Context: an optimization exercise on an open-source flow, tuned for small area, a short achievable clock period and few clock cycles per item. The choices shown serve that exercise and are no tape-out recipe. Function was checked by simulation only, so behaviour that the tests miss may differ from the original. No activity file was given, so power comes from the tool's default toggle rates.

==> design/flow/design.v <==
module sge_fsk_mod (
    input  wire       clk,
    input  wire       rst,
    input  wire       cfg_msb_first,    
    input  wire       cfg_invert_ss,    
    input  wire       in_valid,
    output wire       in_ready,
    input  wire [7:0] in_data,
    input  wire       in_last,
    output wire       out_valid,
    input  wire       out_ready,
    output wire [7:0] out_sample,
    output wire       out_last
);
    localparam [31:0] FTW_MARK  = 32'h06666666;    
    localparam [31:0] FTW_SPACE = 32'h0BBBBBBC;    
    localparam [5:0]  NS_BIT    = 6'd40;           
    localparam [7:0]  SYNC_BYTE = 8'hAB;
    localparam [2:0] S_IDLE    = 3'd0;
    localparam [2:0] S_LEADER  = 3'd1;
    localparam [2:0] S_SYNC0   = 3'd2;
    localparam [2:0] S_SYNC1   = 3'd3;
    localparam [2:0] S_FETCH   = 3'd4;    
    localparam [2:0] S_DATA    = 3'd5;
    localparam [2:0] S_TRAILER = 3'd6;
    function [7:0] sine;
        input [7:0] idx;
        begin
            case (idx)
            8'd0: sine = 8'h00;    
            8'd1: sine = 8'h03;    
            8'd2: sine = 8'h06;    
            8'd3: sine = 8'h09;    
            8'd4: sine = 8'h0C;    
            8'd5: sine = 8'h10;    
            8'd6: sine = 8'h13;    
            8'd7: sine = 8'h16;    
            8'd8: sine = 8'h19;    
            8'd9: sine = 8'h1C;    
            8'd10: sine = 8'h1F;    
            8'd11: sine = 8'h22;    
            8'd12: sine = 8'h25;    
            8'd13: sine = 8'h28;    
            8'd14: sine = 8'h2B;    
            8'd15: sine = 8'h2E;    
            8'd16: sine = 8'h31;    
            8'd17: sine = 8'h33;    
            8'd18: sine = 8'h36;    
            8'd19: sine = 8'h39;    
            8'd20: sine = 8'h3C;    
            8'd21: sine = 8'h3F;    
            8'd22: sine = 8'h41;    
            8'd23: sine = 8'h44;    
            8'd24: sine = 8'h47;    
            8'd25: sine = 8'h49;    
            8'd26: sine = 8'h4C;    
            8'd27: sine = 8'h4E;    
            8'd28: sine = 8'h51;    
            8'd29: sine = 8'h53;    
            8'd30: sine = 8'h55;    
            8'd31: sine = 8'h58;    
            8'd32: sine = 8'h5A;    
            8'd33: sine = 8'h5C;    
            8'd34: sine = 8'h5E;    
            8'd35: sine = 8'h60;    
            8'd36: sine = 8'h62;    
            8'd37: sine = 8'h64;    
            8'd38: sine = 8'h66;    
            8'd39: sine = 8'h68;    
            8'd40: sine = 8'h6A;    
            8'd41: sine = 8'h6B;    
            8'd42: sine = 8'h6D;    
            8'd43: sine = 8'h6F;    
            8'd44: sine = 8'h70;    
            8'd45: sine = 8'h71;    
            8'd46: sine = 8'h73;    
            8'd47: sine = 8'h74;    
            8'd48: sine = 8'h75;    
            8'd49: sine = 8'h76;    
            8'd50: sine = 8'h78;    
            8'd51: sine = 8'h79;    
            8'd52: sine = 8'h7A;    
            8'd53: sine = 8'h7A;    
            8'd54: sine = 8'h7B;    
            8'd55: sine = 8'h7C;    
            8'd56: sine = 8'h7D;    
            8'd57: sine = 8'h7D;    
            8'd58: sine = 8'h7E;    
            8'd59: sine = 8'h7E;    
            8'd60: sine = 8'h7E;    
            8'd61: sine = 8'h7F;    
            8'd62: sine = 8'h7F;    
            8'd63: sine = 8'h7F;    
            8'd64: sine = 8'h7F;    
            8'd65: sine = 8'h7F;    
            8'd66: sine = 8'h7F;    
            8'd67: sine = 8'h7F;    
            8'd68: sine = 8'h7E;    
            8'd69: sine = 8'h7E;    
            8'd70: sine = 8'h7E;    
            8'd71: sine = 8'h7D;    
            8'd72: sine = 8'h7D;    
            8'd73: sine = 8'h7C;    
            8'd74: sine = 8'h7B;    
            8'd75: sine = 8'h7A;    
            8'd76: sine = 8'h7A;    
            8'd77: sine = 8'h79;    
            8'd78: sine = 8'h78;    
            8'd79: sine = 8'h76;    
            8'd80: sine = 8'h75;    
            8'd81: sine = 8'h74;    
            8'd82: sine = 8'h73;    
            8'd83: sine = 8'h71;    
            8'd84: sine = 8'h70;    
            8'd85: sine = 8'h6F;    
            8'd86: sine = 8'h6D;    
            8'd87: sine = 8'h6B;    
            8'd88: sine = 8'h6A;    
            8'd89: sine = 8'h68;    
            8'd90: sine = 8'h66;    
            8'd91: sine = 8'h64;    
            8'd92: sine = 8'h62;    
            8'd93: sine = 8'h60;    
            8'd94: sine = 8'h5E;    
            8'd95: sine = 8'h5C;    
            8'd96: sine = 8'h5A;    
            8'd97: sine = 8'h58;    
            8'd98: sine = 8'h55;    
            8'd99: sine = 8'h53;    
            8'd100: sine = 8'h51;    
            8'd101: sine = 8'h4E;    
            8'd102: sine = 8'h4C;    
            8'd103: sine = 8'h49;    
            8'd104: sine = 8'h47;    
            8'd105: sine = 8'h44;    
            8'd106: sine = 8'h41;    
            8'd107: sine = 8'h3F;    
            8'd108: sine = 8'h3C;    
            8'd109: sine = 8'h39;    
            8'd110: sine = 8'h36;    
            8'd111: sine = 8'h33;    
            8'd112: sine = 8'h31;    
            8'd113: sine = 8'h2E;    
            8'd114: sine = 8'h2B;    
            8'd115: sine = 8'h28;    
            8'd116: sine = 8'h25;    
            8'd117: sine = 8'h22;    
            8'd118: sine = 8'h1F;    
            8'd119: sine = 8'h1C;    
            8'd120: sine = 8'h19;    
            8'd121: sine = 8'h16;    
            8'd122: sine = 8'h13;    
            8'd123: sine = 8'h10;    
            8'd124: sine = 8'h0C;    
            8'd125: sine = 8'h09;    
            8'd126: sine = 8'h06;    
            8'd127: sine = 8'h03;    
            8'd128: sine = 8'h00;    
            8'd129: sine = 8'hFD;    
            8'd130: sine = 8'hFA;    
            8'd131: sine = 8'hF7;    
            8'd132: sine = 8'hF4;    
            8'd133: sine = 8'hF0;    
            8'd134: sine = 8'hED;    
            8'd135: sine = 8'hEA;    
            8'd136: sine = 8'hE7;    
            8'd137: sine = 8'hE4;    
            8'd138: sine = 8'hE1;    
            8'd139: sine = 8'hDE;    
            8'd140: sine = 8'hDB;    
            8'd141: sine = 8'hD8;    
            8'd142: sine = 8'hD5;    
            8'd143: sine = 8'hD2;    
            8'd144: sine = 8'hCF;    
            8'd145: sine = 8'hCD;    
            8'd146: sine = 8'hCA;    
            8'd147: sine = 8'hC7;    
            8'd148: sine = 8'hC4;    
            8'd149: sine = 8'hC1;    
            8'd150: sine = 8'hBF;    
            8'd151: sine = 8'hBC;    
            8'd152: sine = 8'hB9;    
            8'd153: sine = 8'hB7;    
            8'd154: sine = 8'hB4;    
            8'd155: sine = 8'hB2;    
            8'd156: sine = 8'hAF;    
            8'd157: sine = 8'hAD;    
            8'd158: sine = 8'hAB;    
            8'd159: sine = 8'hA8;    
            8'd160: sine = 8'hA6;    
            8'd161: sine = 8'hA4;    
            8'd162: sine = 8'hA2;    
            8'd163: sine = 8'hA0;    
            8'd164: sine = 8'h9E;    
            8'd165: sine = 8'h9C;    
            8'd166: sine = 8'h9A;    
            8'd167: sine = 8'h98;    
            8'd168: sine = 8'h96;    
            8'd169: sine = 8'h95;    
            8'd170: sine = 8'h93;    
            8'd171: sine = 8'h91;    
            8'd172: sine = 8'h90;    
            8'd173: sine = 8'h8F;    
            8'd174: sine = 8'h8D;    
            8'd175: sine = 8'h8C;    
            8'd176: sine = 8'h8B;    
            8'd177: sine = 8'h8A;    
            8'd178: sine = 8'h88;    
            8'd179: sine = 8'h87;    
            8'd180: sine = 8'h86;    
            8'd181: sine = 8'h86;    
            8'd182: sine = 8'h85;    
            8'd183: sine = 8'h84;    
            8'd184: sine = 8'h83;    
            8'd185: sine = 8'h83;    
            8'd186: sine = 8'h82;    
            8'd187: sine = 8'h82;    
            8'd188: sine = 8'h82;    
            8'd189: sine = 8'h81;    
            8'd190: sine = 8'h81;    
            8'd191: sine = 8'h81;    
            8'd192: sine = 8'h81;    
            8'd193: sine = 8'h81;    
            8'd194: sine = 8'h81;    
            8'd195: sine = 8'h81;    
            8'd196: sine = 8'h82;    
            8'd197: sine = 8'h82;    
            8'd198: sine = 8'h82;    
            8'd199: sine = 8'h83;    
            8'd200: sine = 8'h83;    
            8'd201: sine = 8'h84;    
            8'd202: sine = 8'h85;    
            8'd203: sine = 8'h86;    
            8'd204: sine = 8'h86;    
            8'd205: sine = 8'h87;    
            8'd206: sine = 8'h88;    
            8'd207: sine = 8'h8A;    
            8'd208: sine = 8'h8B;    
            8'd209: sine = 8'h8C;    
            8'd210: sine = 8'h8D;    
            8'd211: sine = 8'h8F;    
            8'd212: sine = 8'h90;    
            8'd213: sine = 8'h91;    
            8'd214: sine = 8'h93;    
            8'd215: sine = 8'h95;    
            8'd216: sine = 8'h96;    
            8'd217: sine = 8'h98;    
            8'd218: sine = 8'h9A;    
            8'd219: sine = 8'h9C;    
            8'd220: sine = 8'h9E;    
            8'd221: sine = 8'hA0;    
            8'd222: sine = 8'hA2;    
            8'd223: sine = 8'hA4;    
            8'd224: sine = 8'hA6;    
            8'd225: sine = 8'hA8;    
            8'd226: sine = 8'hAB;    
            8'd227: sine = 8'hAD;    
            8'd228: sine = 8'hAF;    
            8'd229: sine = 8'hB2;    
            8'd230: sine = 8'hB4;    
            8'd231: sine = 8'hB7;    
            8'd232: sine = 8'hB9;    
            8'd233: sine = 8'hBC;    
            8'd234: sine = 8'hBF;    
            8'd235: sine = 8'hC1;    
            8'd236: sine = 8'hC4;    
            8'd237: sine = 8'hC7;    
            8'd238: sine = 8'hCA;    
            8'd239: sine = 8'hCD;    
            8'd240: sine = 8'hCF;    
            8'd241: sine = 8'hD2;    
            8'd242: sine = 8'hD5;    
            8'd243: sine = 8'hD8;    
            8'd244: sine = 8'hDB;    
            8'd245: sine = 8'hDE;    
            8'd246: sine = 8'hE1;    
            8'd247: sine = 8'hE4;    
            8'd248: sine = 8'hE7;    
            8'd249: sine = 8'hEA;    
            8'd250: sine = 8'hED;    
            8'd251: sine = 8'hF0;    
            8'd252: sine = 8'hF4;    
            8'd253: sine = 8'hF7;    
            8'd254: sine = 8'hFA;    
            8'd255: sine = 8'hFD;    
            default: sine = 8'h00;
        endcase
        end
    endfunction
    reg  [2:0]  state;
    reg  [31:0] phase;
    reg  [5:0]  samp;        
    reg  [3:0]  bit_idx;     
    reg  [7:0]  byte_q;      
    reg         last_q;      
    wire in_frame  = (state == S_SYNC0) || (state == S_SYNC1) || (state == S_DATA);
    wire in_tone   = (state == S_LEADER) || (state == S_TRAILER);
    wire frame_msb = (state == S_DATA) ? cfg_msb_first : 1'b1;
    reg cur_bit;
    always @(*) begin
        if (!in_frame)
            cur_bit = 1'b1;                                    
        else if (bit_idx < 4'd4)
            cur_bit = cfg_invert_ss;                           
        else if (bit_idx < 4'd12)
            cur_bit = frame_msb ? byte_q[4'd11 - bit_idx] : byte_q[bit_idx - 4'd4];
        else
            cur_bit = !cfg_invert_ss;                          
    end
    wire [31:0] ftw = cur_bit ? FTW_MARK : FTW_SPACE;
    assign out_valid  = in_frame || in_tone;
    assign out_sample = sine(phase[31:24]);
    assign out_last   = (state == S_TRAILER) && (bit_idx == 4'd1) && (samp == NS_BIT - 6'd1);
    assign in_ready   = (state == S_FETCH);
    wire out_fire = out_valid && out_ready;
    wire bit_end  = (samp == NS_BIT - 6'd1);
    wire frame_end = bit_end && (bit_idx == 4'd15);
    wire tone_end  = bit_end && (bit_idx == 4'd1);    
    always @(posedge clk) begin
        if (rst) begin
            state   <= S_IDLE;
            phase   <= 32'd0;
            samp    <= 6'd0;
            bit_idx <= 4'd0;
            byte_q  <= 8'd0;
            last_q  <= 1'b0;
        end else begin
            case (state)
                S_IDLE: begin
                    if (in_valid) begin
                        state   <= S_LEADER;
                        samp    <= 6'd0;
                        bit_idx <= 4'd0;
                    end
                end
                S_FETCH: begin
                    if (in_valid) begin
                        state   <= S_DATA;
                        byte_q  <= in_data;
                        last_q  <= in_last;
                        samp    <= 6'd0;
                        bit_idx <= 4'd0;
                    end
                end
                default: begin
                    if (out_fire) begin
                        phase <= phase + ftw;
                        if (bit_end) begin
                            samp    <= 6'd0;
                            bit_idx <= bit_idx + 4'd1;
                        end else begin
                            samp <= samp + 6'd1;
                        end
                        case (state)
                            S_LEADER: if (tone_end) begin
                                state   <= S_SYNC0;
                                byte_q  <= SYNC_BYTE;
                                bit_idx <= 4'd0;
                            end
                            S_SYNC0: if (frame_end) begin
                                state   <= S_SYNC1;
                                byte_q  <= SYNC_BYTE;
                                bit_idx <= 4'd0;
                            end
                            S_SYNC1: if (frame_end) state <= S_FETCH;
                            S_DATA: if (frame_end) begin
                                state   <= last_q ? S_TRAILER : S_FETCH;
                                bit_idx <= 4'd0;
                            end
                            S_TRAILER: if (tone_end) state <= S_IDLE;
                            default: ;
                        endcase
                    end
                end
            endcase
        end
    end
endmodule
==> design/flow/run.sh <==
#!/bin/bash
# synth_recipe.tcl (not shown) runs the flow's synth.tcl, then flattens the netlist and writes it again
# the make line also repeats each setting of config.mk as NAME=value (left out here)
make -C /OpenROAD-flow-scripts/flow DESIGN_CONFIG=/design/flow/config.mk WORK_HOME=/design/flow/orfs CLKGATE_MAP_FILE= SYNTH_SCRIPT=/design/flow/synth_recipe.tcl finish
==> design/flow/config.mk <==
export PLATFORM = sky130hd
export DESIGN_NAME = sge_fsk_mod
export DESIGN_NICKNAME = sge_fsk_mod
export VERILOG_FILES = /design/flow/design.v
export SDC_FILE = /design/flow/constraint.sdc
export NUM_CORES = 4
export LEC_CHECK = 0
export CAP_MARGIN = 20
export CORE_MARGIN = 2
export CORE_UTILIZATION = 40
export SLEW_MARGIN = 20
==> design/flow/constraint.sdc <==
create_clock -name core_clock -period 8.5 [get_ports {clk}]
set_input_delay 1.7000 -clock core_clock [delete_from_list [all_inputs] [get_ports {clk}]]
set_output_delay 1.7000 -clock core_clock [all_outputs]
set_load 0.01 [all_outputs]
==> results.sh <==
export IMPL_post_dp_hpwl_mm=13.30
export IMPL_cts_tree="done"
export IMPL_place_ws_ns=0.5222
export IMPL_fin_area_um2=7018
export IMPL_die_w_um=130.1
export IMPL_die_area_um2=16930
export IMPL_die_h_um=130.1
export IMPL_ys_types=90
export IMPL_cts_hold_buf=0
export IMPL_clock_fmax_mhz=129.5
export IMPL_hp_class="register to register"
export IMPL_crit_arrival_ns=7.96
export IMPL_wire_per_inst_um=17.41
export IMPL_area_growth_pct=10.28
export IMPL_powerDensity_nw_per_um2=146.6
export IMPL_grt_pass1_vias=6266
export IMPL_critPathMaxFanout=13
export IMPL_vias=6872
export IMPL_numCtsBuffers=9
export IMPL_io_buffers=25
export IMPL_nets=944
export IMPL_outcome="timing/DRC/antenna clean"
export IMPL_final_cells=1115
export IMPL_synth_top_cell_area_share_pct=19.19
export IMPL_yosysSeqAreaShare_pct=19.19
export IMPL_root_buffer="clkbuf_16"
export IMPL_ys_top_cells_by_area="dfxtp_1 19%, a21oi_1 7.8%, ha_1 6.9%"
export IMPL_finalSetupViolations=0
export IMPL_ys_warn_count=1
export IMPL_ys_seq_elements=61
export IMPL_drv_slew=0
export IMPL_p_comb_share_pct=27.6
export IMPL_drc_errors=0
export IMPL_h_tree_depth=3
export IMPL_crit_reg2reg_launch="state[2]"
export IMPL_finish_utilization_pct=44.66
export IMPL_synth_area_um2=6364
export IMPL_clk_latency_ns=0.35
export IMPL_worst_pin_slew_ns=0.9396
export IMPL_clockBufferDepth=2
export IMPL_postCtsSetupBuffers=0
export IMPL_relSlewSlack_pct=37.36
export IMPL_fin_crit_ns=7.723
export IMPL_criticalPathCategory="input port to register"
export IMPL_rsz0062_at_grt="false"
export IMPL_finClkSkew_ns=0.008804
export IMPL_antenna_found_initial=0
export IMPL_cts_resized=0
export IMPL_p_sw_share_pct=31.49
export IMPL_place_inst=1098
export IMPL_syn_nets=964
export IMPL_core_area_um2=15710
export IMPL_syn_inst=914
export IMPL_hold_violations=0
export IMPL_first_pass_iters=5
export IMPL_setup_slack_ns=0.7774
export IMPL_drive_gt1_share_pct=7.453
export IMPL_p_leak_nw=2.690
export IMPL_endpoint_kind="register"
export IMPL_avgViaCountPerCell=6.163
export IMPL_critPathLaunch="cfg_msb_first"
export IMPL_clock_sink_count=61
export IMPL_period_share_pct=90.85
export IMPL_ys_flop_type="dfxtp_1"
export IMPL_required_ns=8.74
export IMPL_maxCapViolations=0
export IMPL_pwr_share_clk_pct=41.9
export IMPL_routed_wl_mm=19.42
export IMPL_drtIter0Drc=572
export IMPL_grtUsageTotal_pct=23.35
export IMPL_avgSynthCellArea_um2=6.962
export IMPL_cp_start_kind="input port"
export IMPL_rows=46
export IMPL_gp_congestion=0.9284
export IMPL_ir_drop_uv=96.93
export IMPL_async_reset_ff_share_pct=0
export IMPL_synth_enable_flop_cells=0
export IMPL_tns_ns=0
export IMPL_sequentialPowerShare_pct=30.5
export IMPL_initial_core_util_pct=40.50
export IMPL_p_switching_w=0.0003240
export IMPL_grt_max_degree=57
export IMPL_io_pins=26
export IMPL_gr_total_overflow=0
export IMPL_clk_pin_slew_ns=0.06
export IMPL_netlist_top_cell_by_area="dfxtp_1"
export IMPL_postPlaceCellArea_um2=6669
export IMPL_min_from="byte_q[2]"
export IMPL_postRouteAntennaNets=0
export IMPL_power_internal_w=0.0007050
export IMPL_grt_pass1_wl_mm=31.84
export IMPL_num_antenna_cells=0
==> path summary, 6_finish.rpt <==
| check | endpoint | slack (ns) | cells past startpoint |
|---|---|---|---|
| setup reg to reg | out_sample[0] | 1.43 | 26 |
| hold / removal | byte_q[2] | 0.45 | 2 |
| setup / recovery | out_sample[0] | 0.78 | 26 |
| hold reg to reg | byte_q[2] | 0.45 | 2 |
==> cells in the mapped netlist, drive strengths merged (4+ instances only) <==
library cell / instances
nand2: 109
nor2: 104
a21oi: 101
dfxtp: 61
o21ai: 50
buf: 38
clkbuf: 38
ha: 35
nand3: 32
nor3: 32
inv: 26
o211ai: 23
xnor2: 20
a211oi: 19
a311oi: 15
nand2b: 12
a31oi: 11
and3: 11
nand4: 11
o21a: 11
o31ai: 11
a21o: 10
a221oi: 10
xor2: 10
or3: 8
mux2i: 7
o22ai: 7
a211o: 6
a32oi: 6
and2: 6
nand4b: 5
nor2b: 5
nor4b: 4
o311ai: 4
or2: 4
==> metal layers <==
metal,track usage (%),part of all wire [%],vias to the layer above
met4,11.01,3.3,0
met5,0,0,-
met1,31.61,46,3166
li1,-,-,3329
met3,2.829,6.6,60
met2,37.02,45,317
==> sequential cells by signal, indices dropped and copies added (netlist names) <==
name and count:
bit_idx 4, last_q 1, byte_q 8, out_sample 8
phase 31, samp 6, state 3
==> power groups by stage <==
| stage | Clock (W) | Sequential [W] | Combinational, W |
|---|---|---|---|
| after global placement | 0 | 0.000320 | 0.000280 |
| after detailed placement | 0 | 0.000320 | 0.000278 |
| after floorplan | 0 | 0.000316 | 0.000210 |
| after global routing | 0.000451 | 0.000316 | 0.000311 |
| final | 0.000431 | 0.000314 | 0.000284 |
| after CTS | 0.000440 | 0.000314 | 0.000280 |
==> area by class of cell <==
cell class | count | area, um2
clock buffers | 12 | 246.5
clock inverters | 4 | 95.09
fillers | 1633 | 8695
inverters | 28 | 110.1
multi-input cells | 749 | 4667
flip-flops and latches | 61 | 1221
well taps | 216 | 270.3
repair buffers | 45 | 407.9
==> critical path, cell delays in order <==
cell and delay (ns):
clkdlybuf4s50_1 0.41, or3_1 0.44, and3_1 0.22, nor2_1 0.08, o22ai_1 0.08, a21oi_1 0.16
a21oi_1 0.09, or3b_2 0.44, nand3_1 0.11, inv_1 0.26, ha_1 0.46, o211ai_1 0.15
a211oi_1 0.36, o211ai_1 0.19, a21oi_1 0.35, o21bai_1 0.18, mux2_2 0.29, o21ai_0 0.09
buf_4 0.21, ha_1 0.48, buf_4 0.24, nand2_1 0.09, a31o_1 0.22, a311oi_2 0.19
o21ai_1 0.11, a311o_1 0.35
==> metrics by stage <==
stage                     power (W)  hold slack [ns]
final                      0.001029           0.4522
after global routing       0.001079           0.4581
after CTS                  0.001033           0.4543
after detailed placement  0.0005974           0.4476
after global placement    0.0005996           0.4404
after floorplan           0.0005263           0.4288
==> cells by family after synthesis <==
group / after synthesis / share of synthesized area [%]
fa+ha+maj: 35 / 6.882
buf+inv: 104 / 7.530
simple gates: 359 / 27.17
compound gates: 317 / 33.82
flops: 61 / 19.19
xor+xnor: 30 / 4.129
mux: 8 / 1.278
==> layout by cell type, fill, tap and decap left out, drive strengths merged, types with 4 or more instances in the layout <==
master / Yosys / final
a211o: 6 / 6
a211oi: 19 / 19
a21o: 10 / 10
a21oi: 101 / 101
a221oi: 10 / 10
a311oi: 15 / 15
a31oi: 11 / 11
a32oi: 6 / 6
and2: 6 / 6
and3: 11 / 11
buf: 38 / 20
clkbuf: 38 / 13
clkdlybuf4s50: 0 / 24
dfxtp: 61 / 61
ha: 35 / 35
inv: 26 / 26
mux2i: 7 / 7
nand2: 109 / 109
nand2b: 12 / 12
nand3: 32 / 32
nand4: 11 / 11
nand4b: 5 / 5
nor2: 104 / 104
nor2b: 5 / 5
nor3: 32 / 32
nor4b: 4 / 4
o211ai: 23 / 23
o21a: 11 / 11
o21ai: 50 / 50
o22ai: 7 / 7
o311ai: 4 / 4
o31ai: 11 / 11
or2: 4 / 4
or3: 8 / 8
xnor2: 20 / 20
xor2: 10 / 10
Testbench counts, summed over its fixed seeds: cycles 107,658, samples 107,520.

re-timing with driven ports:
How much do the figures lean on ideal ports? The routed layout below was timed once more, with nothing changed but the port constraints. Step 1 assumes that a clkbuf_16 drives the clock port and a buf_2 every other input. Step 2 times the ports against the registers' clock, not the clock port: input delays grow and output delays shrink by t, the midpoint of the rising clock arrivals with the driver on. Slacks: ideal ports / drivers / drivers and shift; pairs: ideal ports / drivers.
t (ns): 0.385
setup slack, ns: 0.777 / 0.784 / 0.400
worst setup path after step 2: input to register
latest minus earliest clock arrival (ns): 0.009 / 0.009
After both steps setup and hold are still met in this run. The setup slack of this run moves by +0.007 ns with the drivers and by -0.377 ns with both steps.
